This design comes from an exercise in tuning for small area, a short achievable clock period and few clock cycles per item on the open sky130 flow, not from production work. In this exercise RTL edits were held to simulation tests only and were not proved equivalent to the original. Power figures rest on the tool's default switching activity, not on a simulated workload.

## flow/design.v (module list and top-level ports; edited modules follow where they fit)
// module fpmul_s1: 57 lines
// module fpmul_s2: 32 lines
// module lzc32: 28 lines
// module mul24_csa: 1140 lines
// module fpadd_s1: 53 lines
// module fpadd_align: 21 lines
// module fpadd_s2: 27 lines
// module bq_engine: 317 lines
module bq_engine (
    input  wire        clk,
    input  wire        rst,
    input  wire        cmd_valid,
    output wire        cmd_ready,
    input  wire [2:0]  cmd_op,
    input  wire [1:0]  cmd_idx,
    input  wire [2:0]  cmd_sub,
    input  wire [31:0] cmd_data,
    output reg         res_valid,
    output reg  [31:0] res_data
);
  // ...
==> flow/run.sh <==
#!/bin/bash
# synth_recipe.tcl (not shown) runs the flow's synth.tcl, then flattens the netlist and writes it again
# the make line also repeats each setting of config.mk as NAME=value (left out here)
make -C /OpenROAD-flow-scripts/flow DESIGN_CONFIG=/design/flow/config.mk WORK_HOME=/design/flow/orfs CLKGATE_MAP_FILE= SYNTH_SCRIPT=/design/flow/synth_recipe.tcl finish
==> flow/config.mk <==
export PLATFORM = sky130hd
export DESIGN_NAME = bq_engine
export DESIGN_NICKNAME = bq_engine
export VERILOG_FILES = /design/flow/design.v
export SDC_FILE = /design/flow/constraint.sdc
export NUM_CORES = 4
export LEC_CHECK = 0
export CAP_MARGIN = 20
export CORE_MARGIN = 2
export CORE_UTILIZATION = 40
export SLEW_MARGIN = 20
==> flow/constraint.sdc <==
create_clock -name core_clock -period 22.0 [get_ports {clk}]
set_input_delay 4.4000 -clock core_clock [delete_from_list [all_inputs] [get_ports {clk}]]
set_output_delay 4.4000 -clock core_clock [all_outputs]
set_load 0.01 [all_outputs]
==> impl_metrics.env, run 1 <==
export IMPL_numPortBuffers=76
export IMPL_synth_seq_cells=1872
export IMPL_fmax_mhz=103.4
export IMPL_timing_critical_path_to="g_inst[2].r1[28]"
export IMPL_post_layout_total_power_mw=11.17
export IMPL_wl_mm=484.1
export IMPL_fp_dieH_um=522.1
export IMPL_first_drt_iteration_drcs=15860
export IMPL_crit_fanout=23
export IMPL_max_area_cell_class="multi-input gates"
export IMPL_async_s_r_ff_share_synth=0
export IMPL_routedWlPerCell_um=34.57
export IMPL_detail_route_antenna_nets=0
export IMPL_grt_pass1_vias=90550
export IMPL_layout_commonest_cell="edfxtp_1"
export IMPL_multiInputGateArea_um2=52320
export IMPL_clkSinkCount=1872
export IMPL_clockRootBuffer="clkbuf_16"
export IMPL_synth_commonest_cells="1,256 x edfxtp_1, 1,212 x nor2_1, 779 x inv_1"
export IMPL_synthesis_instances=10360
export IMPL_group_drawing_the_most_power="sequential cells"
export IMPL_period_minus_slack_ns=9.675
export IMPL_tritoncts="done"
export IMPL_synth_adder_area_share=0.1148
export IMPL_synth_most_common_cell="edfxtp_1"
export IMPL_outcome="timing/DRC/antenna clean"
export IMPL_diodes=14
export IMPL_cts_max_level=4
export IMPL_number_of_flops_mapped_to_enable_cells_by_yosys=1256
export IMPL_synth_top_flop_cell="edfxtp_1"
Testbench counts, summed over its fixed seeds: cycles 33,548, items 4,783.
==> module fpmul_s2, before the edit <==
module fpmul_s2 (
    input  wire [47:0] ps,
    input  wire [47:0] pc,
    input  wire [6:0]  k,
    input  wire [9:0]  e0,
    input  wire [8:0]  cut0,
    input  wire [5:0]  tzp,
    input  wire        sy,
    input  wire        spec,
    input  wire [1:0]  skind,
    output wire [31:0] y
);
    wire [47:0] prod = ps + pc;
    wire signed [8:0] tzs = {3'b000, tzp};
    wire signed [8:0] cs  = cut0;
    wire st0 = tzs < cs;
    wire st1 = tzs <= cs;
    wire [111:0] v = {prod, 64'd0} >> k;
    wire [47:0]  q = v[47:0];
    wire         hi = q[47];
    wire [23:0]  mant = hi ? q[47:24] : q[46:23];
    wire         g    = hi ? q[23] : q[22];
    wire         st   = hi ? st1 : st0;
    wire [9:0]   e    = e0 + {9'd0, hi};
    wire [7:0]   efield = mant[23] ? e[7:0] : 8'd0;
    wire         rnd  = g & (st | mant[0]);
    wire [30:0]  mag  = {efield, mant[22:0]} + {30'd0, rnd};
    wire         ovf  = ~e[9] & (e[8] | (&e[7:0]));
    assign y = spec ? (skind[1] ? 32'h7FC00000 : {sy, skind[0] ? 8'hFF : 8'h00, 23'd0}) :
               ovf  ? {sy, 8'hFF, 23'd0} :
                      {sy, mag};
endmodule
==> module fpadd_s1, before the edit <==
module fpadd_s1 (
    input  wire [31:0] a,
    input  wire [31:0] b,
    input  wire        sub,
    output wire [27:0] sum,      
    output wire [7:0]  el,       
    output wire [26:0] lzmask,   
    output wire        sl,       
    output wire        esub,     
    output wire        spec,     
    output wire        snan,     
    output wire        ssgn      
);
    wire [31:0] bb = {b[31] ^ sub, b[30:0]};
    wire [7:0]  ea = a[30:23];
    wire [7:0]  eb = bb[30:23];
    wire a_max = &ea;
    wire b_max = &eb;
    wire a_fz  = ~|a[22:0];
    wire b_fz  = ~|bb[22:0];
    wire a_nan = a_max & ~a_fz;
    wire b_nan = b_max & ~b_fz;
    wire a_inf = a_max & a_fz;
    wire b_inf = b_max & b_fz;
    assign spec = a_max | b_max;
    assign snan = a_nan | b_nan | (a_inf & b_inf & (a[31] ^ bb[31]));
    assign ssgn = a_inf ? a[31] : bb[31];
    wire        ah = |ea;
    wire        bh = |eb;
    wire [7:0]  ea1 = {ea[7:1], ea[0] | ~ah};
    wire [7:0]  eb1 = {eb[7:1], eb[0] | ~bh};
    wire [23:0] ma = {ah, a[22:0]};
    wire [23:0] mb = {bh, bb[22:0]};
    wire swap = bb[30:0] > a[30:0];
    wire [8:0] dab = {1'b0, ea1} - {1'b0, eb1};
    wire [8:0] dba = {1'b0, eb1} - {1'b0, ea1};
    wire [26:0] ma_al, mb_al;
    fpadd_align u_ala (.m(ma), .d(dba[7:0]), .y(ma_al));
    fpadd_align u_alb (.m(mb), .d(dab[7:0]), .y(mb_al));
    wire [26:0] mL  = swap ? {mb, 3'b000} : {ma, 3'b000};
    wire [26:0] mSa = swap ? ma_al : mb_al;
    assign el   = swap ? eb1 : ea1;
    assign sl   = swap ? bb[31] : a[31];
    assign esub = a[31] ^ bb[31];
    assign sum = {1'b0, mL} + ({1'b0, mSa} ^ {28{esub}}) + {27'd0, esub};
    wire [7:0] em1 = el - 8'd1;
    genvar g;
    generate
        for (g = 0; g < 27; g = g + 1) begin : g_mask
            assign lzmask[g] = (em1 == 8'd26 - g);
        end
    endgenerate
endmodule
==> module fpadd_s2, before the edit <==
module fpadd_s2 (
    input  wire [27:0] sum,
    input  wire [7:0]  el,
    input  wire [26:0] lzmask,
    input  wire        sl,
    input  wire        esub,
    input  wire        spec,
    input  wire        snan,
    input  wire        ssgn,
    output wire [31:0] y
);
    wire [26:0] v = sum[26:0] | lzmask;
    wire [4:0]  lz;
    lzc32 u_lz (.v({v, 5'b11111}), .n(lz));
    wire [26:0] ml = sum[26:0] << lz;
    wire [26:0] m  = sum[27] ? {sum[27:2], sum[1] | sum[0]} : ml;
    wire [8:0]  e  = sum[27] ? {1'b0, el} + 9'd1 : {1'b0, el} - {4'd0, lz};
    wire [7:0]  efield = m[26] ? e[7:0] : 8'd0;
    wire        rnd    = m[2] & (m[1] | m[0] | m[3]);
    wire [30:0] mag    = {efield, m[25:3]} + {30'd0, rnd};
    wire        zero   = ~|sum;
    wire        ovf    = sum[27] & (&el[7:1]);
    assign y = spec ? (snan ? 32'h7FC00000 : {ssgn, 8'hFF, 23'd0}) :
               zero ? {sl & ~esub, 31'd0} :
               ovf  ? {sl, 8'hFF, 23'd0} :
                      {sl, mag};
endmodule
==> module bq_engine, before the edit <==
module bq_engine (
    input  wire        clk,
    input  wire        rst,
    input  wire        cmd_valid,
    output wire        cmd_ready,
    input  wire [2:0]  cmd_op,
    input  wire [1:0]  cmd_idx,
    input  wire [2:0]  cmd_sub,
    input  wire [31:0] cmd_data,
    output reg         res_valid,
    output reg  [31:0] res_data
);
    localparam [2:0] OP_SETCOEF   = 3'd0;
    localparam [2:0] OP_SETTOPO   = 3'd1;
    localparam [2:0] OP_RESET     = 3'd2;
    localparam [2:0] OP_TRANSFORM = 3'd3;
    localparam [2:0] OP_RDCOEF    = 3'd4;
    localparam [2:0] OP_RDSTATE   = 3'd5;
    localparam [2:0] OP_RDTOPO    = 3'd6;
    localparam [2:0] OP_NOP       = 3'd7;
    function [31:0] flush;
        input [31:0] v;
        flush = (v[30:23] == 8'd0 && v[22:0] != 23'd0) ? 32'd0 : v;
    endfunction
    reg        q0v, q1v;
    reg [39:0] q0, q1;
    wire [39:0] cin = {cmd_op, cmd_idx, cmd_sub, cmd_data};
    assign cmd_ready = ~q1v;
    wire push = cmd_valid & ~q1v;
    wire pop;
    wire q0ld = pop | ~q0v;
    wire [39:0] q0nx = q1v ? q1 : cin;
    wire [2:0]  h_op   = q0[39:37];
    wire [1:0]  h_idx  = q0[36:35];
    wire [2:0]  h_sub  = q0[34:32];
    wire [31:0] h_data = q0[31:0];
    always @(posedge clk) begin
        if (rst) begin
            q0v <= 1'b0;
            q1v <= 1'b0;
        end else begin
            if (pop) begin
                q0v <= q1v | push;
                q1v <= q1v & push;
            end else if (push) begin
                q0v <= 1'b1;
                q1v <= q0v;
            end
        end
    end
    always @(posedge clk) begin
        if (q0ld) q0 <= q0nx;
        if (push) q1 <= cin;
    end
    reg        bI, bO;              
    reg [1:0]  tI, tO;              
    reg [2:0]  kI, kO;              
    reg [1:0]  iI, iO;              
    reg [31:0] xI, xO, uI, uO, vI, vO;
    reg        wv;
    reg [2:0]  wk;
    wire wb_last = wv & (wk == 3'd5);
    wire anyb = bI | bO;
    wire [32*20-1:0] cf;            
    wire [32*16-1:0] st;            
    reg  [19:0]      cfv;           
    reg  [15:0]      stv;
    wire [19:0]      cfv_n;         
    wire [15:0]      stv_n;
    wire [2*4-1:0]   tp;
    reg [19:0] s_c;
    reg [15:0] s_ms;
    reg [2:0]  s_mr;                
    reg [3:0]  s_as3;
    reg [4:0]  s_ar;                
    reg [11:0] s_abs;               
    reg        s_abm;
    reg        s_sub;
    reg [31:0] rm, ra;              
    reg [31:0] m_acc, m_bcc, a_acc, a_bcc;
    integer n;
    always @* begin
        m_acc = 32'd0;
        for (n = 0; n < 20; n = n + 1)
            m_acc = m_acc | ({32{s_c[n]}} & cf[32*n +: 32]);
        m_bcc = ({32{s_mr[0]}} & xI) | ({32{s_mr[1]}} & vI) | ({32{s_mr[2]}} & ra);
        for (n = 0; n < 16; n = n + 1)
            m_bcc = m_bcc | ({32{s_ms[n]}} & st[32*n +: 32]);
        a_acc = ({32{s_ar[0]}} & xI) | ({32{s_ar[1]}} & uI) | ({32{s_ar[2]}} & vI) |
                ({32{s_ar[3]}} & ra) | ({32{s_ar[4]}} & rm);
        for (n = 0; n < 4; n = n + 1)
            a_acc = a_acc | ({32{s_as3[n]}} & st[32*(4*n+3) +: 32]);
        a_bcc = {32{s_abm}} & rm;
        for (n = 0; n < 4; n = n + 1)
            a_bcc = a_bcc | ({32{s_abs[3*n+0]}} & st[32*(4*n+0) +: 32]) |
                            ({32{s_abs[3*n+1]}} & st[32*(4*n+1) +: 32]) |
                            ({32{s_abs[3*n+2]}} & st[32*(4*n+2) +: 32]);
    end
    wire [47:0] m1_ps, m1_pc; wire [6:0] m1_k; wire [9:0] m1_e0; wire [8:0] m1_cut;
    wire [5:0] m1_tz; wire m1_sy, m1_spec; wire [1:0] m1_skind;
    fpmul_s1 u_m1 (.a(m_acc), .b(m_bcc), .ps(m1_ps), .pc(m1_pc), .k(m1_k), .e0(m1_e0),
                   .cut0(m1_cut), .tzp(m1_tz), .sy(m1_sy), .spec(m1_spec), .skind(m1_skind));
    reg [47:0] m2_ps, m2_pc; reg [6:0] m2_k; reg [9:0] m2_e0; reg [8:0] m2_cut;
    reg [5:0] m2_tz; reg m2_sy, m2_spec; reg [1:0] m2_skind;
    always @(posedge clk) begin
        m2_ps <= m1_ps; m2_pc <= m1_pc; m2_k <= m1_k; m2_e0 <= m1_e0; m2_cut <= m1_cut;
        m2_tz <= m1_tz; m2_sy <= m1_sy; m2_spec <= m1_spec; m2_skind <= m1_skind;
    end
    wire [31:0] mul_y;
    fpmul_s2 u_m2 (.ps(m2_ps), .pc(m2_pc), .k(m2_k), .e0(m2_e0), .cut0(m2_cut), .tzp(m2_tz),
                   .sy(m2_sy), .spec(m2_spec), .skind(m2_skind), .y(mul_y));
    wire [27:0] a1_sum; wire [7:0] a1_el; wire [26:0] a1_lzm;
    wire a1_sl, a1_esub, a1_spec, a1_snan, a1_ssgn;
    fpadd_s1 u_a1 (.a(a_acc), .b(a_bcc), .sub(s_sub), .sum(a1_sum), .el(a1_el), .lzmask(a1_lzm),
                   .sl(a1_sl), .esub(a1_esub), .spec(a1_spec), .snan(a1_snan), .ssgn(a1_ssgn));
    reg [27:0] a2_sum; reg [7:0] a2_el; reg [26:0] a2_lzm;
    reg a2_sl, a2_esub, a2_spec, a2_snan, a2_ssgn;
    always @(posedge clk) begin
        a2_sum <= a1_sum; a2_el <= a1_el; a2_lzm <= a1_lzm; a2_sl <= a1_sl;
        a2_esub <= a1_esub; a2_spec <= a1_spec; a2_snan <= a1_snan; a2_ssgn <= a1_ssgn;
    end
    wire [31:0] add_y;
    fpadd_s2 u_a2 (.sum(a2_sum), .el(a2_el), .lzmask(a2_lzm), .sl(a2_sl), .esub(a2_esub),
                   .spec(a2_spec), .snan(a2_snan), .ssgn(a2_ssgn), .y(add_y));
    wire [31:0] add_f = flush(add_y);
    wire [31:0] mul_n = {~mul_y[31], mul_y[30:0]};
    wire early  = ((tI == 2'd3) & (kI >= 3'd4)) | ((tI == 2'd0) & (kI == 3'd5));
    wire freeO  = ~bO | wb_last;
    wire haz    = bI & (iI == h_idx) & ~early;
    wire ibusy  = (bI & (iI == h_idx)) | (bO & (iO == h_idx));
    wire launch = q0v & (h_op == OP_TRANSFORM) & freeO & ~haz;
    wire do_sc  = q0v & (h_op == OP_SETCOEF) & ~ibusy;
    wire do_clr = q0v & ((h_op == OP_SETTOPO) | (h_op == OP_RESET)) & ~anyb;
    wire do_rd  = q0v & h_op[2] & (h_op != OP_NOP) & ~anyb;
    wire do_nop = q0v & (h_op == OP_NOP);
    assign pop = launch | do_sc | do_clr | do_rd | do_nop;
    wire [31:0] rd_val = (h_op == OP_RDCOEF)  ? m_acc :
                         (h_op == OP_RDSTATE) ? m_bcc : {30'd0, tp[2*h_idx +: 2]};
    wire       nb = launch | (bO & ~wb_last);
    wire [1:0] nt = launch ? tp[2*h_idx +: 2] : tO;
    wire [2:0] nk = launch ? 3'd0 : kO;
    wire [1:0] ni = launch ? h_idx : iO;
    wire [39:0] nq = q0ld ? q0nx : q0;
    wire        nrd = ~nb & nq[39] & (nq[39:37] != OP_NOP);
    reg [4:0] d_c;
    reg [6:0] d_mb;
    reg [5:0] d_aa;
    reg [3:0] d_ab;
    reg       d_sub;
    always @* begin
        d_c = 5'd0; d_mb = 7'd0; d_aa = 6'd0; d_ab = 4'd0; d_sub = 1'b0;
        case ({nt, nk})
            {2'd0, 3'd0}: begin d_c = 5'b00001; d_mb = 7'b0000001; end
            {2'd0, 3'd1}: begin d_c = 5'b00010; d_mb = 7'b0000010; end
            {2'd0, 3'd2}: begin d_c = 5'b00100; d_mb = 7'b0000100; d_aa = 6'b000010; d_ab = 4'b0001; end
            {2'd0, 3'd3}: begin d_c = 5'b01000; d_mb = 7'b0001000; d_aa = 6'b001000; d_ab = 4'b0001; end
            {2'd0, 3'd4}: begin d_c = 5'b10000; d_mb = 7'b0010000; d_aa = 6'b001000; d_ab = 4'b0001; d_sub = 1'b1; end
            {2'd0, 3'd5}: begin d_aa = 6'b001000; d_ab = 4'b0001; d_sub = 1'b1; end
            {2'd1, 3'd0}: begin d_c = 5'b01000; d_mb = 7'b0000010; end
            {2'd1, 3'd1}: begin d_c = 5'b10000; d_mb = 7'b0000100; d_aa = 6'b000001; d_ab = 4'b0001; d_sub = 1'b1; end
            {2'd1, 3'd2}: begin d_c = 5'b00010; d_mb = 7'b0000010; d_aa = 6'b001000; d_ab = 4'b0001; d_sub = 1'b1; end
            {2'd1, 3'd3}: begin d_c = 5'b00001; d_mb = 7'b0100000; end
            {2'd1, 3'd4}: begin d_c = 5'b00100; d_mb = 7'b0000100; d_aa = 6'b000100; d_ab = 4'b0001; end
            {2'd1, 3'd5}: begin d_aa = 6'b001000; d_ab = 4'b0001; end
            {2'd2, 3'd0}: begin d_aa = 6'b000001; d_ab = 4'b1000; end
            {2'd2, 3'd1}: begin d_c = 5'b00001; d_mb = 7'b0000001; end
            {2'd2, 3'd2}: begin d_c = 5'b00010; d_mb = 7'b0000001; d_aa = 6'b010000; d_ab = 4'b0010; end
            {2'd2, 3'd3}: begin d_c = 5'b00100; d_mb = 7'b0000001; d_aa = 6'b010000; d_ab = 4'b0100; end
            {2'd2, 3'd4}: begin d_c = 5'b01000; d_mb = 7'b0000001; end
            {2'd2, 3'd5}: begin d_c = 5'b10000; d_mb = 7'b0000001; d_aa = 6'b100000; d_ab = 4'b0001; d_sub = 1'b1; end
            {2'd3, 3'd0}: begin d_c = 5'b00001; d_mb = 7'b0000001; end
            {2'd3, 3'd1}: begin d_c = 5'b00010; d_mb = 7'b0000001; d_aa = 6'b010000; d_ab = 4'b0010; end
            {2'd3, 3'd2}: begin d_c = 5'b01000; d_mb = 7'b0100000; end
            {2'd3, 3'd3}: begin d_c = 5'b00100; d_mb = 7'b0000001; d_aa = 6'b000010; d_ab = 4'b0001; d_sub = 1'b1; end
            {2'd3, 3'd4}: begin d_c = 5'b10000; d_mb = 7'b1000000; d_aa = 6'b001000; d_ab = 4'b0100; end
            {2'd3, 3'd5}: begin d_aa = 6'b000010; d_ab = 4'b0001; d_sub = 1'b1; end
            default: ;
        endcase
    end
    reg [19:0] n_c;
    reg [15:0] n_ms;
    reg [3:0]  n_as3;
    reg [11:0] n_abs;
    integer ii, kk;
    always @* begin
        for (ii = 0; ii < 4; ii = ii + 1) begin
            for (kk = 0; kk < 5; kk = kk + 1)
                n_c[ii*5+kk] = cfv_n[ii*5+kk] &
                    ((nb & (ni == ii) & d_c[kk]) |
                     (nrd & (nq[36:35] == ii) & (nq[39:37] == OP_RDCOEF) & (nq[34:32] == kk)));
            for (kk = 0; kk < 4; kk = kk + 1)
                n_ms[ii*4+kk] = stv_n[ii*4+kk] &
                    ((nb & (ni == ii) & d_mb[kk+1]) |
                     (nrd & (nq[36:35] == ii) & (nq[39:37] == OP_RDSTATE) & (nq[33:32] == kk)));
            n_as3[ii] = stv_n[ii*4+3] & nb & (ni == ii) & d_aa[5];
            for (kk = 0; kk < 3; kk = kk + 1)
                n_abs[ii*3+kk] = stv_n[ii*4+kk] & nb & (ni == ii) & d_ab[kk+1];
        end
    end
    reg       e_um, e_ua, e_vm, e_va, e_x;
    reg       e_s0x, e_s0u, e_s0a, e_s1v, e_s1x, e_s1m, e_s1a, e_s2f, e_s2a, e_s3u, e_s3m, e_af;
    always @* begin
        {e_um, e_ua, e_vm, e_va, e_x} = 5'd0;
        {e_s0x, e_s0u, e_s0a, e_s1v, e_s1x, e_s1m, e_s1a, e_s2f, e_s2a, e_s3u, e_s3m, e_af} = 12'd0;
        case ({tI, kI})
            {2'd0, 3'd0}: e_um = 1'b1;                                     
            {2'd0, 3'd5}: begin e_s0x = 1'b1; e_s1v = 1'b1; e_s2f = 1'b1; e_s3u = 1'b1; end
            {2'd1, 3'd2}: begin e_ua = 1'b1; e_vm = 1'b1; end              
            {2'd1, 3'd5}: begin e_s0u = 1'b1; e_s1x = 1'b1; end
            {2'd2, 3'd0}: e_x = 1'b1;                                      
            {2'd2, 3'd2}: e_va = 1'b1;                                     
            {2'd2, 3'd3}: begin e_s0a = 1'b1; e_s1m = 1'b1; end
            {2'd2, 3'd5}: begin e_s2a = 1'b1; e_s3m = 1'b1; end
            {2'd3, 3'd1}: begin e_va = 1'b1; e_um = 1'b1; e_af = 1'b1; end  
            {2'd3, 3'd3}: e_um = 1'b1;                                     
            {2'd3, 3'd4}: e_s0a = 1'b1;
            {2'd3, 3'd5}: e_s1a = 1'b1;
            default: ;
        endcase
    end
    wire st_v = bI & ({tI, kI} == {2'd0, 3'd1});
    wire st_u = bI & ({tI, kI} == {2'd0, 3'd3});
    wire st_x = bI & ({tI, kI} == {2'd1, 3'd2});
    reg       w_um, w_ua, w_vm, w_va, w_x;
    reg       w_s0x, w_s0u, w_s0a, w_s1v, w_s1x, w_s1m, w_s1a, w_s2f, w_s2a, w_s3u, w_s3m, w_af, w_oadd;
    reg [3:0] w_ioh;                
    always @(posedge clk) begin
        s_c <= n_c; s_ms <= n_ms; s_as3 <= n_as3; s_abs <= n_abs;
        s_mr <= {d_mb[5], d_mb[6], d_mb[0]} & {3{nb}};
        s_ar <= {d_aa[4], d_aa[3], d_aa[2], d_aa[1], d_aa[0]} & {5{nb}};
        s_abm <= d_ab[0] & nb;
        s_sub <= d_sub;
        {w_um, w_ua, w_vm, w_va, w_x} <= {e_um, e_ua, e_vm, e_va, e_x} & {5{bI}};
        {w_s0x, w_s0u, w_s0a, w_s1v, w_s1x, w_s1m, w_s1a, w_s2f, w_s2a, w_s3u, w_s3m} <=
            {e_s0x, e_s0u, e_s0a, e_s1v, e_s1x, e_s1m, e_s1a, e_s2f, e_s2a, e_s3u, e_s3m} & {11{bI}};
        w_af <= e_af;
        w_oadd <= ~tI[1];
        w_ioh <= 4'b0001 << iI;
    end
    wire [31:0] d_s0 = ({32{w_s0x}} & xO) | ({32{w_s0u}} & uO) | ({32{w_s0a}} & add_y);
    wire [31:0] d_s1 = ({32{w_s1v}} & vO) | ({32{w_s1x}} & xO) | ({32{w_s1m}} & mul_y) |
                       ({32{w_s1a}} & add_y);
    wire [31:0] d_s2 = w_s2f ? add_f : add_y;
    wire [31:0] d_s3 = w_s3u ? uO : mul_n;
    wire wr_s0 = w_s0x | w_s0u | w_s0a;
    wire wr_s1 = w_s1v | w_s1x | w_s1m | w_s1a;
    wire wr_s2 = w_s2f | w_s2a;
    wire wr_s3 = w_s3u | w_s3m;
    always @(posedge clk) begin
        if (rst) begin
            bI        <= 1'b0;
            bO        <= 1'b0;
            wv        <= 1'b0;
            res_valid <= 1'b0;
        end else begin
            bO <= bI;
            bI <= nb;
            wv <= bI;
            res_valid <= 1'b0;
            if (wb_last) begin
                res_valid <= 1'b1;
                res_data  <= w_oadd ? add_f : vO;
            end else if (do_rd) begin
                res_valid <= 1'b1;
                res_data  <= rd_val;
            end
        end
    end
    always @(posedge clk) begin
        tO <= tI; kO <= kI + 3'd1; iO <= iI;
        tI <= nt; kI <= nk; iI <= ni;
        wk <= kI;
        xO <= st_x ? m_bcc : xI;
        uO <= st_u ? m_bcc : uI;
        vO <= st_v ? m_bcc : vI;
        xI <= launch ? h_data : (w_x ? add_y : xO);
        uI <= w_um ? mul_y : (w_ua ? add_y : uO);
        vI <= w_vm ? mul_y : (w_va ? add_f : vO);
        rm <= mul_y;
        ra <= w_af ? add_f : add_y;
    end
    genvar gi, gk;
    generate
        for (gi = 0; gi < 4; gi = gi + 1) begin : g_inst
            wire wsel = wv & w_ioh[gi];
            wire clri = do_clr & (h_idx == gi);
            for (gk = 0; gk < 5; gk = gk + 1) begin : g_cf
                reg [31:0] r;
                wire we = do_sc & (h_idx == gi) & (h_sub == gk);
                assign cfv_n[gi*5+gk] = ~rst & (cfv[gi*5+gk] | we);
                always @(posedge clk) begin
                    if (we) r <= h_data;
                    cfv[gi*5+gk] <= cfv_n[gi*5+gk];
                end
                assign cf[32*(gi*5+gk) +: 32] = r;
            end
            reg [31:0] r0, r1, r2, r3;
            reg [1:0]  rt;
            wire w0 = wsel & wr_s0;
            wire w1 = wsel & wr_s1;
            wire w2 = wsel & wr_s2;
            wire w3 = wsel & wr_s3;
            assign stv_n[gi*4 +: 4] = (rst | clri) ? 4'd0 : (stv[gi*4 +: 4] | {w3, w2, w1, w0});
            always @(posedge clk) begin
                if (w0) r0 <= d_s0;
                if (w1) r1 <= d_s1;
                if (w2) r2 <= d_s2;
                if (w3) r3 <= d_s3;
                stv[gi*4 +: 4] <= stv_n[gi*4 +: 4];
                if (rst) rt <= 2'd3;
                else if (clri & (h_op == OP_SETTOPO)) rt <= h_sub[1:0];
            end
            assign st[32*(gi*4) +: 128] = {r3, r2, r1, r0};
            assign tp[2*gi +: 2] = rt;
        end
    endgenerate
endmodule
==> run 2, diff against run 1 <==
--- a/flow/design.v
+++ b/flow/design.v
@@ -77,13 +77,13 @@
     wire         hi = q[47];
-    wire [23:0]  mant = hi ? q[47:24] : q[46:23];
-    wire         g    = hi ? q[23] : q[22];
-    wire         st   = hi ? st1 : st0;
-    wire [9:0]   e    = e0 + {9'd0, hi};
-    wire [7:0]   efield = mant[23] ? e[7:0] : 8'd0;
-    wire         rnd  = g & (st | mant[0]);
-    wire [30:0]  mag  = {efield, mant[22:0]} + {30'd0, rnd};
-    wire         ovf  = ~e[9] & (e[8] | (&e[7:0]));
+    wire [9:0]   e1   = e0 + 10'd1;
+    wire         rnd1 = q[23] & (st1 | q[24]);
+    wire         rnd0 = q[22] & (st0 | q[23]);
+    wire [30:0]  mag1 = {e1[7:0], q[46:24]} + {30'd0, rnd1};
+    wire [30:0]  mag0 = {q[46] ? e0[7:0] : 8'd0, q[45:23]} + {30'd0, rnd0};
+    wire         ovf1 = ~e1[9] & (e1[8] | (&e1[7:0]));
+    wire         ovf0 = ~e0[9] & (e0[8] | (&e0[7:0]));
+    wire [31:0]  r1   = ovf1 ? {sy, 8'hFF, 23'd0} : {sy, mag1};
+    wire [31:0]  r0   = ovf0 ? {sy, 8'hFF, 23'd0} : {sy, mag0};
     assign y = spec ? (skind[1] ? 32'h7FC00000 : {sy, skind[0] ? 8'hFF : 8'h00, 23'd0}) :
-               ovf  ? {sy, 8'hFF, 23'd0} :
-                      {sy, mag};
+               hi ? r1 : r0;
 endmodule
@@ -1261,7 +1261,10 @@
     input  wire        sub,
-    output wire [27:0] sum,      
+    output wire [23:0] ml,       
+    output wire [26:0] ms,       
+    output wire [24:0] nd,       
     output wire [7:0]  el,       
-    output wire [26:0] lzmask,   
+    output wire [24:0] lzmask,   
     output wire        sl,       
     output wire        esub,     
+    output wire        near,     
     output wire        spec,     
@@ -1296,4 +1299,4 @@
     fpadd_align u_alb (.m(mb), .d(dab[7:0]), .y(mb_al));
-    wire [26:0] mL  = swap ? {mb, 3'b000} : {ma, 3'b000};
-    wire [26:0] mSa = swap ? ma_al : mb_al;
+    assign ml   = swap ? mb : ma;
+    assign ms   = (swap ? ma_al : mb_al) ^ {27{esub}};
     assign el   = swap ? eb1 : ea1;
@@ -1301,3 +1304,10 @@
     assign esub = a[31] ^ bb[31];
-    assign sum = {1'b0, mL} + ({1'b0, mSa} ^ {28{esub}}) + {27'd0, esub};
+    wire d0 = (ea1 == eb1);
+    wire d1 = (dab == 9'd1) | (dba == 9'd1);
+    assign near = esub & (d0 | d1);
+    wire [23:0] na0 = ma - mb;
+    wire [23:0] nb0 = mb - ma;
+    wire [24:0] na1 = {ma, 1'b0} - {1'b0, mb};
+    wire [24:0] nb1 = {mb, 1'b0} - {1'b0, ma};
+    assign nd = d1 ? (swap ? nb1 : na1) : {swap ? nb0 : na0, 1'b0};
     wire [7:0] em1 = el - 8'd1;
@@ -1305,4 +1315,4 @@
     generate
-        for (g = 0; g < 27; g = g + 1) begin : g_mask
-            assign lzmask[g] = (em1 == 8'd26 - g);
+        for (g = 0; g < 25; g = g + 1) begin : g_mask
+            assign lzmask[g] = (em1 == 8'd24 - g);
         end
@@ -1332,7 +1342,10 @@
 module fpadd_s2 (
-    input  wire [27:0] sum,
+    input  wire [23:0] ml,
+    input  wire [26:0] ms,
+    input  wire [24:0] nd,
     input  wire [7:0]  el,
-    input  wire [26:0] lzmask,
+    input  wire [24:0] lzmask,
     input  wire        sl,
     input  wire        esub,
+    input  wire        near,
     input  wire        spec,
@@ -1342,8 +1355,16 @@
 );
-    wire [26:0] v = sum[26:0] | lzmask;
+    wire [28:0] sum2 = {1'b0, ml, 3'b000, 1'b1} + {esub, ms, esub};
+    wire [27:0] sum  = sum2[28:1];
+    wire [26:0] mf   = sum[27] ? {sum[27:2], sum[1] | sum[0]} :
+                       (sum[26] | ~esub) ? sum[26:0] : {sum[25:0], 1'b0};
+    wire [8:0]  ef   = sum[27] ? {1'b0, el} + 9'd1 :
+                       (sum[26] | ~esub) ? {1'b0, el} : {1'b0, el} - 9'd1;
+    wire [24:0] v = nd | lzmask;
     wire [4:0]  lz;
-    lzc32 u_lz (.v({v, 5'b11111}), .n(lz));
-    wire [26:0] ml = sum[26:0] << lz;
-    wire [26:0] m  = sum[27] ? {sum[27:2], sum[1] | sum[0]} : ml;
-    wire [8:0]  e  = sum[27] ? {1'b0, el} + 9'd1 : {1'b0, el} - {4'd0, lz};
+    lzc32 u_lz (.v({v, 7'b1111111}), .n(lz));
+    wire [24:0] nl = nd << lz;
+    wire [26:0] mn = {nl, 2'b00};
+    wire [8:0]  en = {1'b0, el} - {4'd0, lz};
+    wire [26:0] m = near ? mn : mf;
+    wire [8:0]  e = near ? en : ef;
     wire [7:0]  efield = m[26] ? e[7:0] : 8'd0;
@@ -1351,4 +1372,4 @@
     wire [30:0] mag    = {efield, m[25:3]} + {30'd0, rnd};
-    wire        zero   = ~|sum;
-    wire        ovf    = sum[27] & (&el[7:1]);
+    wire        zero   = near ? ~|nd : ~|sum;
+    wire        ovf    = ~near & sum[27] & (&el[7:1]);
     assign y = spec ? (snan ? 32'h7FC00000 : {ssgn, 8'hFF, 23'd0}) :
@@ -1410,3 +1431,3 @@
         if (q0ld) q0 <= q0nx;
-        if (push) q1 <= cin;
+        if (~q1v) q1 <= cin;
     end
@@ -1416,2 +1437,5 @@
     reg [1:0]  iI, iO;              
+    reg        pI, pO;              
+    reg [1:0]  qI, qO;              
+    reg [1:0]  jI, jO;              
     reg [31:0] xI, xO, uI, uO, vI, vO;
@@ -1419,3 +1443,5 @@
     reg [2:0]  wk;
-    wire wb_last = wv & (wk == 3'd5);
+    reg        wp;
+    wire wb_end  = wv & (wk == 3'd5);      
+    wire wb_last = wb_end | (wv & wp);     
     wire anyb = bI | bO;
@@ -1427,2 +1453,4 @@
     wire [15:0]      stv_n;
+    wire [19:0]      cfv_s;         
+    wire [15:0]      stv_s;
     wire [2*4-1:0]   tp;
@@ -1469,22 +1497,27 @@
                    .sy(m2_sy), .spec(m2_spec), .skind(m2_skind), .y(mul_y));
-    wire [27:0] a1_sum; wire [7:0] a1_el; wire [26:0] a1_lzm;
-    wire a1_sl, a1_esub, a1_spec, a1_snan, a1_ssgn;
-    fpadd_s1 u_a1 (.a(a_acc), .b(a_bcc), .sub(s_sub), .sum(a1_sum), .el(a1_el), .lzmask(a1_lzm),
-                   .sl(a1_sl), .esub(a1_esub), .spec(a1_spec), .snan(a1_snan), .ssgn(a1_ssgn));
-    reg [27:0] a2_sum; reg [7:0] a2_el; reg [26:0] a2_lzm;
-    reg a2_sl, a2_esub, a2_spec, a2_snan, a2_ssgn;
+    wire [23:0] a1_ml; wire [26:0] a1_ms; wire [24:0] a1_nd; wire [7:0] a1_el; wire [24:0] a1_lzm;
+    wire a1_sl, a1_esub, a1_near, a1_spec, a1_snan, a1_ssgn;
+    fpadd_s1 u_a1 (.a(a_acc), .b(a_bcc), .sub(s_sub), .ml(a1_ml), .ms(a1_ms), .nd(a1_nd),
+                   .el(a1_el), .lzmask(a1_lzm), .sl(a1_sl), .esub(a1_esub), .near(a1_near),
+                   .spec(a1_spec), .snan(a1_snan), .ssgn(a1_ssgn));
+    reg [23:0] a2_ml; reg [26:0] a2_ms; reg [24:0] a2_nd; reg [7:0] a2_el; reg [24:0] a2_lzm;
+    reg a2_sl, a2_esub, a2_near, a2_spec, a2_snan, a2_ssgn;
     always @(posedge clk) begin
-        a2_sum <= a1_sum; a2_el <= a1_el; a2_lzm <= a1_lzm; a2_sl <= a1_sl;
-        a2_esub <= a1_esub; a2_spec <= a1_spec; a2_snan <= a1_snan; a2_ssgn <= a1_ssgn;
+        a2_ml <= a1_ml; a2_ms <= a1_ms; a2_nd <= a1_nd; a2_el <= a1_el; a2_lzm <= a1_lzm;
+        a2_sl <= a1_sl; a2_esub <= a1_esub; a2_near <= a1_near;
+        a2_spec <= a1_spec; a2_snan <= a1_snan; a2_ssgn <= a1_ssgn;
     end
     wire [31:0] add_y;
-    fpadd_s2 u_a2 (.sum(a2_sum), .el(a2_el), .lzmask(a2_lzm), .sl(a2_sl), .esub(a2_esub),
-                   .spec(a2_spec), .snan(a2_snan), .ssgn(a2_ssgn), .y(add_y));
+    fpadd_s2 u_a2 (.ml(a2_ml), .ms(a2_ms), .nd(a2_nd), .el(a2_el), .lzmask(a2_lzm), .sl(a2_sl),
+                   .esub(a2_esub), .near(a2_near), .spec(a2_spec), .snan(a2_snan), .ssgn(a2_ssgn),
+                   .y(add_y));
     wire [31:0] add_f = flush(add_y);
     wire [31:0] mul_n = {~mul_y[31], mul_y[30:0]};
-    wire early  = ((tI == 2'd3) & (kI >= 3'd4)) | ((tI == 2'd0) & (kI == 3'd5));
-    wire freeO  = ~bO | wb_last;
+    wire early  = ((tI == 2'd3) & (kI >= 3'd4)) | (~tI[1] & (kI == 3'd5));
+    wire freeO  = ~bO | wb_end;
     wire haz    = bI & (iI == h_idx) & ~early;
     wire ibusy  = (bI & (iI == h_idx)) | (bO & (iO == h_idx));
-    wire launch = q0v & (h_op == OP_TRANSFORM) & freeO & ~haz;
+    wire [1:0] h_top = tp[2*h_idx +: 2];
+    wire mergeO = bO & (kO == 3'd5) & (tO != 2'd2) & (h_top != 2'd2);
+    wire launch = q0v & (h_op == OP_TRANSFORM) & (freeO | mergeO) & ~haz;
     wire do_sc  = q0v & (h_op == OP_SETCOEF) & ~ibusy;
@@ -1496,6 +1529,8 @@
                          (h_op == OP_RDSTATE) ? m_bcc : {30'd0, tp[2*h_idx +: 2]};
-    wire       nb = launch | (bO & ~wb_last);
-    wire [1:0] nt = launch ? tp[2*h_idx +: 2] : tO;
+    wire       nb = launch | (bO & ~wb_end);
+    wire [1:0] nt = launch ? h_top : tO;
     wire [2:0] nk = launch ? 3'd0 : kO;
     wire [1:0] ni = launch ? h_idx : iO;
+    wire       np = launch & mergeO;
+    wire [1:0] nq_t = tO;
     wire [39:0] nq = q0ld ? q0nx : q0;
@@ -1536,2 +1571,7 @@
         endcase
+        if (np) begin
+            d_aa = (nq_t == 2'd3) ? 6'b000010 : 6'b001000;
+            d_ab = 4'b0001;
+            d_sub = (nq_t != 2'd1);
+        end
     end
@@ -1545,3 +1585,3 @@
             for (kk = 0; kk < 5; kk = kk + 1)
-                n_c[ii*5+kk] = cfv_n[ii*5+kk] &
+                n_c[ii*5+kk] = cfv_s[ii*5+kk] &
                     ((nb & (ni == ii) & d_c[kk]) |
@@ -1549,8 +1589,8 @@
             for (kk = 0; kk < 4; kk = kk + 1)
-                n_ms[ii*4+kk] = stv_n[ii*4+kk] &
+                n_ms[ii*4+kk] = stv_s[ii*4+kk] &
                     ((nb & (ni == ii) & d_mb[kk+1]) |
                      (nrd & (nq[36:35] == ii) & (nq[39:37] == OP_RDSTATE) & (nq[33:32] == kk)));
-            n_as3[ii] = stv_n[ii*4+3] & nb & (ni == ii) & d_aa[5];
+            n_as3[ii] = stv_s[ii*4+3] & nb & (ni == ii) & d_aa[5];
             for (kk = 0; kk < 3; kk = kk + 1)
-                n_abs[ii*3+kk] = stv_n[ii*4+kk] & nb & (ni == ii) & d_ab[kk+1];
+                n_abs[ii*3+kk] = stv_s[ii*4+kk] & nb & (ni == ii) & d_ab[kk+1];
         end
@@ -1564,5 +1604,9 @@
             {2'd0, 3'd0}: e_um = 1'b1;                                     
-            {2'd0, 3'd5}: begin e_s0x = 1'b1; e_s1v = 1'b1; e_s2f = 1'b1; e_s3u = 1'b1; end
+            {2'd0, 3'd1}: e_s0x = 1'b1;
+            {2'd0, 3'd2}: e_s1v = 1'b1;
+            {2'd0, 3'd4}: e_s3u = 1'b1;
+            {2'd0, 3'd5}: e_s2f = 1'b1;
             {2'd1, 3'd2}: begin e_ua = 1'b1; e_vm = 1'b1; end              
-            {2'd1, 3'd5}: begin e_s0u = 1'b1; e_s1x = 1'b1; end
+            {2'd1, 3'd3}: e_s0u = 1'b1;
+            {2'd1, 3'd4}: e_s1x = 1'b1;
             {2'd2, 3'd0}: e_x = 1'b1;                                      
@@ -1577,2 +1621,6 @@
         endcase
+        if (pI) begin
+            if (qI == 2'd0) e_s2f = 1'b1;
+            if (qI == 2'd3) e_s1a = 1'b1;
+        end
     end
@@ -1594,4 +1642,4 @@
         w_af <= e_af;
-        w_oadd <= ~tI[1];
-        w_ioh <= 4'b0001 << iI;
+        w_oadd <= pI ? ~qI[1] : ~tI[1];
+        w_ioh <= 4'b0001 << (pI ? jI : iI);
     end
@@ -1616,11 +1664,6 @@
             wv <= bI;
-            res_valid <= 1'b0;
-            if (wb_last) begin
-                res_valid <= 1'b1;
-                res_data  <= w_oadd ? add_f : vO;
-            end else if (do_rd) begin
-                res_valid <= 1'b1;
-                res_data  <= rd_val;
-            end
+            res_valid <= wb_last | do_rd;
         end
+        if (wb_last)    res_data <= w_oadd ? add_f : vO;
+        else if (do_rd) res_data <= rd_val;
     end
@@ -1629,3 +1672,6 @@
         tI <= nt; kI <= nk; iI <= ni;
+        pO <= pI; qO <= qI; jO <= jI;
+        pI <= np; qI <= tO; jI <= iO;
         wk <= kI;
+        wp <= pI;
         xO <= st_x ? m_bcc : xI;
@@ -1647,3 +1693,4 @@
                 wire we = do_sc & (h_idx == gi) & (h_sub == gk);
-                assign cfv_n[gi*5+gk] = ~rst & (cfv[gi*5+gk] | we);
+                assign cfv_s[gi*5+gk] = cfv[gi*5+gk] | we;
+                assign cfv_n[gi*5+gk] = ~rst & cfv_s[gi*5+gk];
                 always @(posedge clk) begin
@@ -1660,3 +1707,4 @@
             wire w3 = wsel & wr_s3;
-            assign stv_n[gi*4 +: 4] = (rst | clri) ? 4'd0 : (stv[gi*4 +: 4] | {w3, w2, w1, w0});
+            assign stv_s[gi*4 +: 4] = clri ? 4'd0 : (stv[gi*4 +: 4] | {w3, w2, w1, w0});
+            assign stv_n[gi*4 +: 4] = rst ? 4'd0 : stv_s[gi*4 +: 4];
             always @(posedge clk) begin
==> run 2 against run 1 <==
Compared with the run above: still clean on timing, DRC and antenna; register-to-register slack better by 0.46 ns; global-route usage up 0.63 points; clock skew up 0.023 ns; sequential share of layout area down 1.2 points; power up 8.3%; final cell count up 6.6%; first-iteration DRC count up 5.5%; via count up 6.8%; non-clock buffer count up 20; synthesized cell count up 7.2%; critical path type unchanged; critical endpoint is now g_inst[1].r2[5]; largest power group unchanged.
==> impl_metrics.env, run 2 <==
export IMPL_synth_area_per_cell_um2=10.13
export IMPL_cts_clk_slew_worst_paths_ns=0.06
export IMPL_period_minus_slack_ns=9.210
export IMPL_gr_total_overflow=0
export IMPL_setup_total_negative_slack_ns=0
export IMPL_flip_flop_count_of_the_largest_register_after_layout=640
export IMPL_post_route_cells_drive_above_1_share=0.09809
export IMPL_slew_violations=0
export IMPL_timing_final_crit_share=0.4187
export IMPL_critical_path_class="reg -> reg"
export IMPL_fmax_mhz=108.6
export IMPL_synth_cell_type_count=118
export IMPL_crit_path_max_incr_delay_ns=0.83
export IMPL_setup_repair_after_global_routing_missed_its_margin="no"
export IMPL_async_s_r_ff_share_synth=0
export IMPL_synth_top_flop_cell="edfxtp_1"
export IMPL_routedWlPerCell_um=34.85
export IMPL_synth_seq_area_share=0.4518
export IMPL_worst_ir_drop_vdd_uv=169.0
export IMPL_clock_path_buffers=4
export IMPL_worst_path_dominant_cell_family="simple AND/OR/NAND/NOR gates"
export IMPL_first_drt_iteration_drcs=16730
export IMPL_clock_skew_ns=0.1298
export IMPL_cts_buffers=205
export IMPL_grt_start_max_net_pins=80
export IMPL_grt_pass1_wl_mm=721.7
export IMPL_number_of_flops_mapped_to_enable_cells_by_yosys=1216
export IMPL_setup_viol=0
export IMPL_utilization=0.4479
export IMPL_pre_cts_slack_ns=13.08
export IMPL_syn_area_um2=112600
export IMPL_die_w_um=534.5
export IMPL_leakage_nw=45.67
export IMPL_drv_cap=0
export IMPL_critPathLaunchType="register"
export IMPL_numPortBuffers=76
export IMPL_post_cts_setup_buffer_count=0
export IMPL_routed_via_count=100400
export IMPL_layout_setup_ws_ns=12.79
export IMPL_crit_path_cell_trace="nor4_1, nand4_1, nor2_2, inv_2, o221a_2, inv_1, nand2_1, o211ai_1, o211ai_1, a31oi_1, or3b_2, nor4b_1, nand4_1, xnor2_1, nor2_1, nand4_1, buf_4, nor2_4, buf_4, a21boi_0"
export IMPL_finalNetCount=11820
export IMPL_crit_buf_inv=4
export IMPL_post_layout_total_power_mw=12.09
export IMPL_synth_area_leader_cell="edfxtp_1"
export IMPL_drtPass1Iterations=10
export IMPL_report_final_hold_viol_count=0
export IMPL_synth_top_cell_area_share=0.3243
export IMPL_area_delta_synth_final_pct=11.25
export IMPL_max_slew_worst_pin_slew_ns=1.348
export IMPL_fp_row_count=194
export IMPL_synthesis_instances=11110
export IMPL_clkSinkCount=1933
export IMPL_fp_dieH_um=534.5
export IMPL_cts_max_level=4
export IMPL_post_drt_via_cell_ratio=6.725
export IMPL_holdCritPathClass="reg -> reg"
export IMPL_number_of_resized_instances_in_the_post_cts_repair_step=0
export IMPL_clockRootBuffer="clkbuf_16"
export IMPL_ctsHoldBuffers=0
export IMPL_detail_route_drc_violations=0
export IMPL_top_level_ports=77
export IMPL_post_synth_main_area_contributors="edfxtp_1 32%, dfxtp_1 13%, fa_1 8.8%"
export IMPL_fp_coreArea_um2=279600
export IMPL_critical_path_most_common_cell="nand4_1"
export IMPL_wl_mm=520.4
export IMPL_synth_most_common_cell="nor2_1"
export IMPL_groute_usage_overall=0.3522
export IMPL_layout_commonest_cell="edfxtp_1"
export IMPL_tritoncts="done"
export IMPL_slowest_stage="nor2_1"
export IMPL_synth_seq_cells=1933
export IMPL_mappedNetlistNets=11920
export IMPL_outcome="timing/DRC/antenna clean"
export IMPL_grt_pass1_vias=95770
export IMPL_initial_antenna_violation_count=42
export IMPL_cp_required_ns=22.47
export IMPL_place_congestion=1.001
export IMPL_insertion_delay_ns=0.96
export IMPL_detail_route_antenna_nets=0
export IMPL_p_per_area_nw_per_um2=96.55
export IMPL_initial_utilization=0.4026
export IMPL_hpwlAfterDp_mm=342.6
export IMPL_max_slew_margin_rel=0.09789
export IMPL_top_reg_by_flops="g_inst.g_cf.r"
export IMPL_crit_fanout=49
export IMPL_endpoint_kind="register"
export IMPL_worst_endpoint_arrival_ns=9.68
export IMPL_die_area_um2=285700
export IMPL_layout_common_cells="1,216 x edfxtp_1, 1,204 x nor2_1, 802 x inv_1"
export IMPL_synth_commonest_cells="1,284 x nor2_1, 1,216 x edfxtp_1, 803 x inv_1"
export IMPL_synthesis_yosys_warnings=1
[run 2: power by group]
part / total (mW) / internal, mW / switching, mW
Combinational: 4.04 / 1.10 / 2.94
Sequential: 4.52 / 4.23 / 0.287
Clock: 3.53 / 2.01 / 1.52
Total: 12.1 / 7.34 / 4.75
[run 2: cell families after synthesis]
group / Yosys count / share of synthesized area
AO/OA/AOI/OAI: 3131 / 0.1979
XOR/XNOR: 259 / 0.02028
adder cells (fa/ha/maj): 765 / 0.1180
buffers and inverters: 1510 / 0.05095
flip-flops: 1933 / 0.4518
multiplexers: 300 / 0.02920
AND/OR/NAND/NOR: 3210 / 0.1319
[run 2: final timing paths]
| kind | start | endpoint | slack (ns) | cells past startpoint |
|---|---|---|---|---|
| max | a2_nd[15] | g_inst[1].r2[5] | 12.79 | 20 |
| min | tI[0] | tO[0] | 0.39 | 0 |
| max reg2reg | a2_nd[15] | g_inst[1].r2[5] | 12.79 | 20 |
| min reg2reg | tI[0] | tO[0] | 0.39 | 0 |
[run 2: metrics by stage]
step	cells	instance area [µm²]	hold slack [ns]
floorplan	11110	112600	0.3096
global placement	14530	118400	0.3745
detailed placement	14530	118400	0.3755
CTS	14910	125200	0.3841
global route	14910	125200	0.3930
finish	14930	125300	0.3900
[run 2: final cells by class]
type / count / area, µm²
antenna: 24 / 60.06
fill: 26330 / 154400
timing repair buffer: 399 / 3181
clock buffer: 264 / 5595
sequential: 1933 / 50950
inverter: 811 / 3044
tap: 3724 / 4659
multi-input combinational: 7665 / 56620
clock inverter: 112 / 1147
[run 2: layer usage]
metal,track usage,share of wire
met1,0.4271,0.35
met2,0.5350,0.43
met3,0.1069,0.13
met4,0.2465,0.089
met5,0,0.00034
Testbench counts of run 2, summed over its fixed seeds: cycles 30,043, items 4,783.
==> run 3, diff against run 2 <==
--- a/flow/design.v
+++ b/flow/design.v
@@ -1353,3 +1353,4 @@
     input  wire        ssgn,
-    output wire [31:0] y
+    output wire [31:0] y,        
+    output wire [31:0] yf        
 );
@@ -1357,6 +1358,12 @@
     wire [27:0] sum  = sum2[28:1];
-    wire [26:0] mf   = sum[27] ? {sum[27:2], sum[1] | sum[0]} :
-                       (sum[26] | ~esub) ? sum[26:0] : {sum[25:0], 1'b0};
-    wire [8:0]  ef   = sum[27] ? {1'b0, el} + 9'd1 :
-                       (sum[26] | ~esub) ? {1'b0, el} : {1'b0, el} - 9'd1;
+    wire [7:0]  elp = el + 8'd1;
+    wire [7:0]  elm = el - 8'd1;
+    wire        rc  = sum[3] & (sum[2] | sum[1] | sum[0] | sum[4]);
+    wire        rn  = sum[2] & (sum[1] | sum[0] | sum[3]);
+    wire        rl  = sum[1] & (sum[0] | sum[2]);
+    wire [30:0] magc = (&el[7:1]) ? {8'hFF, 23'd0} : ({elp, sum[26:4]} + {30'd0, rc});
+    wire [30:0] magn = {sum[26] ? el : 8'd0, sum[25:3]} + {30'd0, rn};
+    wire [30:0] magl = {elm, sum[24:2]} + {30'd0, rl};
+    wire        left = esub & ~sum[26];
+    wire [30:0] magf = sum[27] ? magc : left ? magl : magn;
     wire [24:0] v = nd | lzmask;
@@ -1365,15 +1372,11 @@
     wire [24:0] nl = nd << lz;
-    wire [26:0] mn = {nl, 2'b00};
-    wire [8:0]  en = {1'b0, el} - {4'd0, lz};
-    wire [26:0] m = near ? mn : mf;
-    wire [8:0]  e = near ? en : ef;
-    wire [7:0]  efield = m[26] ? e[7:0] : 8'd0;
-    wire        rnd    = m[2] & (m[1] | m[0] | m[3]);
-    wire [30:0] mag    = {efield, m[25:3]} + {30'd0, rnd};
-    wire        zero   = near ? ~|nd : ~|sum;
-    wire        ovf    = ~near & sum[27] & (&el[7:1]);
-    assign y = spec ? (snan ? 32'h7FC00000 : {ssgn, 8'hFF, 23'd0}) :
-               zero ? {sl & ~esub, 31'd0} :
-               ovf  ? {sl, 8'hFF, 23'd0} :
-                      {sl, mag};
+    wire [7:0]  en = el - {3'd0, lz};
+    wire [30:0] magr = {nl[24] ? en : 8'd0, nl[23:1]} + {30'd0, nl[0] & nl[1]};
+    wire [30:0] mag  = near ? magr : magf;
+    wire        zero = near ? ~|nd : ~|ml;
+    wire        sub_r = near ? ~nl[24] : (~sum[27] & ~sum[26] & ~esub);
+    wire [31:0] yz   = {sl & ~esub, 31'd0};
+    wire [31:0] ys   = snan ? 32'h7FC00000 : {ssgn, 8'hFF, 23'd0};
+    assign y  = spec ? ys : zero ? yz : {sl, mag};
+    assign yf = spec ? ys : zero ? yz : sub_r ? 32'd0 : {sl, mag};
 endmodule
@@ -1409,2 +1412,3 @@
     wire pop;
+    wire byp;                       
     wire q0ld = pop | ~q0v;
@@ -1426,2 +1430,4 @@
                 q1v <= q0v;
+            end else if (byp) begin
+                q1v <= 1'b0;
             end
@@ -1437,2 +1443,6 @@
     reg [1:0]  iI, iO;              
+    reg        hI, hO;              
+    reg        rI, rO;              
+    reg        fI, fO;              
+    reg        gI, gO;
     reg        pI, pO;              
@@ -1444,2 +1454,3 @@
     reg        wp;
+    reg        w_h, w_r;            
     wire wb_end  = wv & (wk == 3'd5);      
@@ -1509,7 +1520,6 @@
     end
-    wire [31:0] add_y;
+    wire [31:0] add_y, add_f;
     fpadd_s2 u_a2 (.ml(a2_ml), .ms(a2_ms), .nd(a2_nd), .el(a2_el), .lzmask(a2_lzm), .sl(a2_sl),
                    .esub(a2_esub), .near(a2_near), .spec(a2_spec), .snan(a2_snan), .ssgn(a2_ssgn),
-                   .y(add_y));
-    wire [31:0] add_f = flush(add_y);
+                   .y(add_y), .yf(add_f));
     wire [31:0] mul_n = {~mul_y[31], mul_y[30:0]};
@@ -1521,8 +1531,25 @@
     wire mergeO = bO & (kO == 3'd5) & (tO != 2'd2) & (h_top != 2'd2);
-    wire launch = q0v & (h_op == OP_TRANSFORM) & (freeO | mergeO) & ~haz;
+    reg  byo;                       
+    reg  blk;                       
+    reg  hv, rel;                   
+    reg  [31:0] hreg;
+    wire launch0 = q0v & (h_op == OP_TRANSFORM) & (freeO | mergeO) & ~haz & ~blk;
+    wire [2:0]  b_op   = q1[39:37];
+    wire [1:0]  b_idx  = q1[36:35];
+    wire [31:0] b_data = q1[31:0];
+    wire [1:0]  b_top  = tp[2*b_idx +: 2];
+    wire mergeOb = bO & (kO == 3'd5) & (tO != 2'd2) & (b_top != 2'd2);
+    assign byp  = q0v & (h_op == OP_TRANSFORM) & haz & q1v & (b_op == OP_TRANSFORM) &
+                  (b_idx != iI) & (freeO | mergeOb) & ~byo & ~blk;
+    wire launch = launch0 | byp;
+    wire [1:0]  l_top  = byp ? b_top : h_top;
+    wire [1:0]  l_idx  = byp ? b_idx : h_idx;
+    wire [31:0] l_data = byp ? b_data : h_data;
+    wire        l_mrg  = byp ? mergeOb : mergeO;
+    wire quiet  = ~anyb & ~hv & ~rel;
     wire do_sc  = q0v & (h_op == OP_SETCOEF) & ~ibusy;
-    wire do_clr = q0v & ((h_op == OP_SETTOPO) | (h_op == OP_RESET)) & ~anyb;
-    wire do_rd  = q0v & h_op[2] & (h_op != OP_NOP) & ~anyb;
+    wire do_clr = q0v & ((h_op == OP_SETTOPO) | (h_op == OP_RESET)) & quiet;
+    wire do_rd  = q0v & h_op[2] & (h_op != OP_NOP) & quiet;
     wire do_nop = q0v & (h_op == OP_NOP);
-    assign pop = launch | do_sc | do_clr | do_rd | do_nop;
+    assign pop = launch0 | do_sc | do_clr | do_rd | do_nop;
     wire [31:0] rd_val = (h_op == OP_RDCOEF)  ? m_acc :
@@ -1530,6 +1557,6 @@
     wire       nb = launch | (bO & ~wb_end);
-    wire [1:0] nt = launch ? h_top : tO;
+    wire [1:0] nt = launch ? l_top : tO;
     wire [2:0] nk = launch ? 3'd0 : kO;
-    wire [1:0] ni = launch ? h_idx : iO;
-    wire       np = launch & mergeO;
+    wire [1:0] ni = launch ? l_idx : iO;
+    wire       np = launch & l_mrg;
     wire [1:0] nq_t = tO;
@@ -1660,2 +1687,6 @@
             res_valid <= 1'b0;
+            byo       <= 1'b0;
+            blk       <= 1'b0;
+            hv        <= 1'b0;
+            rel       <= 1'b0;
         end else begin
@@ -1664,6 +1695,14 @@
             wv <= bI;
-            res_valid <= wb_last | do_rd;
+            res_valid <= (wb_last & ~w_h) | rel | do_rd;
+            if (byp) byo <= 1'b1;
+            else if (launch0) byo <= 1'b0;
+            blk <= launch0 & byo;
+            if (wb_last & w_h) hv <= 1'b1;
+            else if (rel) hv <= 1'b0;
+            rel <= wb_last & w_r;
         end
-        if (wb_last)    res_data <= w_oadd ? add_f : vO;
-        else if (do_rd) res_data <= rd_val;
+        if (wb_last & w_h) hreg <= w_oadd ? add_f : vO;
+        if (wb_last & ~w_h) res_data <= w_oadd ? add_f : vO;
+        else if (rel)       res_data <= hreg;
+        else if (do_rd)     res_data <= rd_val;
     end
@@ -1676,2 +1715,8 @@
         wp <= pI;
+        w_h <= pI ? fI : hI;
+        w_r <= pI ? gI : rI;
+        hO <= hI; rO <= rI; fO <= fI; gO <= gI;
+        hI <= launch ? byp : hO;
+        rI <= launch ? (launch0 & byo) : rO;
+        fI <= hO; gI <= rO;
         xO <= st_x ? m_bcc : xI;
@@ -1679,3 +1724,3 @@
         vO <= st_v ? m_bcc : vI;
-        xI <= launch ? h_data : (w_x ? add_y : xO);
+        xI <= launch ? l_data : (w_x ? add_y : xO);
         uI <= w_um ? mul_y : (w_ua ? add_y : uO);
--- a/flow/config.mk
+++ b/flow/config.mk
@@ -8,2 +8,4 @@
 export CAP_MARGIN = 20
+export CELL_PAD_IN_SITES_DETAIL_PLACEMENT = 1
+export CELL_PAD_IN_SITES_GLOBAL_PLACEMENT = 1
 export CORE_MARGIN = 2
==> run 3 against run 2 <==
Compared with the run above: first-iteration DRC count fell by 15%; count of clock-buffer cells in the layout rose by 47; area after synthesis rose by 4.4%; clock power rose by 6%; cell area rose by 4.9%; die area rose by 4.4%; clock skew rose by 0.029 ns; wire length rose by 15%; synthesized cell count rose by 4.9%; largest cell class unchanged; via count rose by 5.4%; register-to-register slack improved by 1.3 ns; non-clock buffer count rose by 48.
==> impl_metrics.env, run 3 <==
export IMPL_outcome="timing/DRC/antenna clean"
export IMPL_max_slew_worst_pin_slew_ns=1.369
export IMPL_routedWlPerCell_um=37.98
export IMPL_holdCritPathClass="reg -> reg"
export IMPL_leakage_nw=48.46
export IMPL_synth_top_cell_area_share=0.3188
export IMPL_power_report_internal_total_mw=7.698
export IMPL_synth_seq_cells=1977
export IMPL_timing_rr_start="s_ar[3]"
export IMPL_async_s_r_ff_share_synth=0
export IMPL_finished_layout_cell_area_um2=131400
export IMPL_synth_top_flop_cell="edfxtp_1"
export IMPL_gr_total_overflow=0
export IMPL_first_drt_iteration_drcs=14130
export IMPL_cp_required_ns=22.76
export IMPL_top_reg_by_flops="g_inst.g_cf.r"
export IMPL_p_per_area_nw_per_um2=96.47
export IMPL_numPortBuffers=76
export IMPL_groute_usage_overall=0.3874
export IMPL_crit_path_max_incr_delay_ns=0.76
export IMPL_slew_violations=0
export IMPL_crit_buf_inv=4
export IMPL_worst_endpoint_arrival_ns=8.70
export IMPL_setup_total_negative_slack_ns=0
export IMPL_detail_route_drc_violations=0
export IMPL_worstHoldPathCells=0
export IMPL_drv_cap=0
export IMPL_area_delta_synth_final_pct=11.78
export IMPL_drtPass1Iterations=7
export IMPL_clock_skew_ns=0.1587
export IMPL_finalNetCount=12390
export IMPL_syn_area_um2=117600
export IMPL_initial_utilization=0.4012
export IMPL_rr_worst_depth=25
export IMPL_initial_antenna_violation_count=40
export IMPL_fp_coreArea_um2=293100
export IMPL_layout_filler_cells=32080
export IMPL_tritoncts="done"
export IMPL_setup_viol=0
export IMPL_detail_route_antenna_nets=0
export IMPL_fp_dieH_um=546.1
export IMPL_critical_path_class="reg -> reg"
export IMPL_die_area_um2=298300
export IMPL_number_of_flops_mapped_to_enable_cells_by_yosys=1248
export IMPL_hpwlAfterDp_mm=404.4
export IMPL_fp_row_count=199
export IMPL_worst_ir_drop_vdd_uv=79.72
export IMPL_setup_repair_after_global_routing_missed_its_margin="no"
export IMPL_mappedNetlistNets=12460
export IMPL_ctsHoldBuffers=0
export IMPL_synthesis_yosys_warnings=1
export IMPL_top_level_ports=77
export IMPL_power_clock_fraction=0.294
export IMPL_clockRootBuffer="clkbuf_16"
export IMPL_routed_via_count=105900
export IMPL_critPathLaunchType="register"
export IMPL_slowest_stage="a221oi_2"
export IMPL_fmax_mhz=126.0
export IMPL_post_drt_via_cell_ratio=6.733
export IMPL_synth_area_per_cell_um2=10.09
export IMPL_critical_path_most_common_cell="buf_4"
export IMPL_combPwrFrac=0.336
export IMPL_number_of_resized_instances_in_the_post_cts_repair_step=0
export IMPL_timing_final_crit_share=0.3608
export IMPL_synthesis_instances=11650
export IMPL_grt_start_max_net_pins=59
export IMPL_post_synth_main_area_contributors="edfxtp_1 32%, dfxtp_1 12%, fa_1 8.4%"
export IMPL_place_congestion=0.9810
export IMPL_flip_flop_count_of_the_largest_register_after_layout=640
export IMPL_grt_pass1_vias=106100
export IMPL_cts_clk_slew_worst_paths_ns=0.06
export IMPL_worstReg2RegEnd="a2_nd[12]"
export IMPL_switching_share=0.3927
export IMPL_period_minus_slack_ns=7.937
export IMPL_final_seq_area_um2=52180
export IMPL_multiInputGateArea_um2=60450
export IMPL_wl_mm=597.1
export IMPL_worstHoldStart="e_af"
export IMPL_seq_power_share=0.370
export IMPL_post_route_cells_drive_above_1_share=0.1076
export IMPL_r2r_setup_slack_ns=14.06
export IMPL_layout_common_cells="1,248 x edfxtp_1, 1,235 x nor2_1, 804 x inv_1"
export IMPL_clkSinkCount=1977
export IMPL_synth_commonest_cells="1,322 x nor2_1, 1,248 x edfxtp_1, 806 x inv_1"
export IMPL_post_cts_setup_buffer_count=0
export IMPL_synth_seq_area_share=0.4429
export IMPL_die_w_um=546.1
export IMPL_clock_path_buffers=4
export IMPL_report_final_hold_viol_count=0
export IMPL_synth_most_common_cell="nor2_1"
export IMPL_max_slew_margin_rel=0.08737
export IMPL_crit_fanout=32
export IMPL_cts_max_level=4
export IMPL_worst_hold_path_endpoint="w_af"
export IMPL_synth_area_leader_cell="edfxtp_1"
export IMPL_synth_cell_type_count=126
export IMPL_insertion_delay_ns=0.95
export IMPL_worst_path_dominant_cell_family="simple AND/OR/NAND/NOR gates"
export IMPL_grt_pass1_wl_mm=824.7
export IMPL_cts_buffers=218
export IMPL_endpoint_kind="register"
export IMPL_layout_commonest_cell="edfxtp_1"
export IMPL_netSwitchingPower_mw=4.979
export IMPL_post_dp_cell_area_um2=124100
run 3: stage by stage:
step / setup slack (ns) / hold WS [ns] / power, mW / utilization / cells
after CTS: 14.09 / 0.3493 / 12.52 / 0.4479 / 15680
after floorplan: 16.08 / 0.3096 / 6.940 / - / 11650
after global routing: 13.76 / 0.3616 / 13.03 / 0.4482 / 15700
after global placement: 14.15 / 0.3143 / 8.757 / 0.4234 / 15280
final: 14.06 / 0.3454 / 12.68 / 0.4484 / 15720
after detailed placement: 14.15 / 0.3373 / 8.821 / 0.4235 / 15280
run 3: cell families after synthesis:
family / synth area share
simple gates: 0.1392
compound gates: 0.1964
flops: 0.4429
buf+inv: 0.05019
fa+ha+maj: 0.1135
mux: 0.03248
xor+xnor: 0.02532
run 3: power groups by stage:
stage / Combinational, mW / Sequential [mW] / Clock, mW
2_1_floorplan: 2.38 / 4.56 / 0
3_3_place_gp: 4.02 / 4.74 / 0
3_5_place_dp: 4.07 / 4.75 / 0
4_1_cts: 4.09 / 4.67 / 3.75
5_1_grt: 4.44 / 4.70 / 3.89
6_report: 4.26 / 4.69 / 3.73
run 3: worst max-delay path by stage:
stage                        to  cells after the start  startpoint  slack (ns)
2_1_floorplan         a2_lzm[5]                     24     s_ar[3]       16.08
6_report              a2_nd[12]                     25     s_ar[3]       14.06
3_3_place_gp          a2_nd[12]                     25     s_ar[3]       14.15
3_5_place_dp          a2_nd[12]                     25     s_ar[3]       14.15
5_1_grt        g_inst[2].r1[24]                     21    m2_ps[1]       13.76
4_1_cts               a2_nd[12]                     25     s_ar[3]       14.09
run 3: cell type report:
cell class,count,area share
clock inverter,94,0.008074
sequential,1977,0.3971
tap,3919,0.03731
clock buffer,311,0.04632
inverter,820,0.02342
antenna,40,0.0007617
multi-input combinational,8115,0.4600
timing repair buffer,447,0.02707
run 3: routing by layer:
| metal | wire [µm] | global-route usage | vias up |
|---|---|---|---|
| li1 | - | - | 43000 |
| met1 | 236200 | 0.5039 | 54650 |
| met2 | 258500 | 0.5837 | 6573 |
| met3 | 65580 | 0.1096 | 1622 |
| met4 | 36450 | 0.2047 | 20 |
| met5 | 402 | 0 | - |
Testbench counts of run 3, summed over its fixed seeds: cycles 27,766, items 4,783.

==> static timing again, ports no longer ideal <==
The results above use ideal ports. As a check the final layouts listed here were re-extracted and re-timed, cells and wires unchanged. Step 1: set_driving_cell puts a clkbuf_16 on clk and a buf_2 on each other input, an assumption about the parent block. Step 2 also shifts input and output timing later by t, the mid clock arrival at the registers, as if the neighbouring blocks saw the same clock. a / b / c = no drivers / after step 1 / after step 2; a / b = the first two.
run | shift t [ns] | slack for setup (ns) | hold WS [ns] | worst setup path after step 2 | latest minus earliest clock arrival (ns)
run 1 | 0.972 | 12.325 / 12.325 / 12.325 | 0.335 / 0.335 / 0.335 | register to register | 0.121 / 0.121
run 2 | 0.986 | 12.790 / 12.790 / 12.790 | 0.390 / 0.390 / 0.390 | register to register | 0.148 / 0.147
run 3 | 0.980 | 14.063 / 14.063 / 14.063 | 0.345 / 0.345 / 0.345 | register to register | 0.158 / 0.159
After both steps every run listed still meets setup and hold.
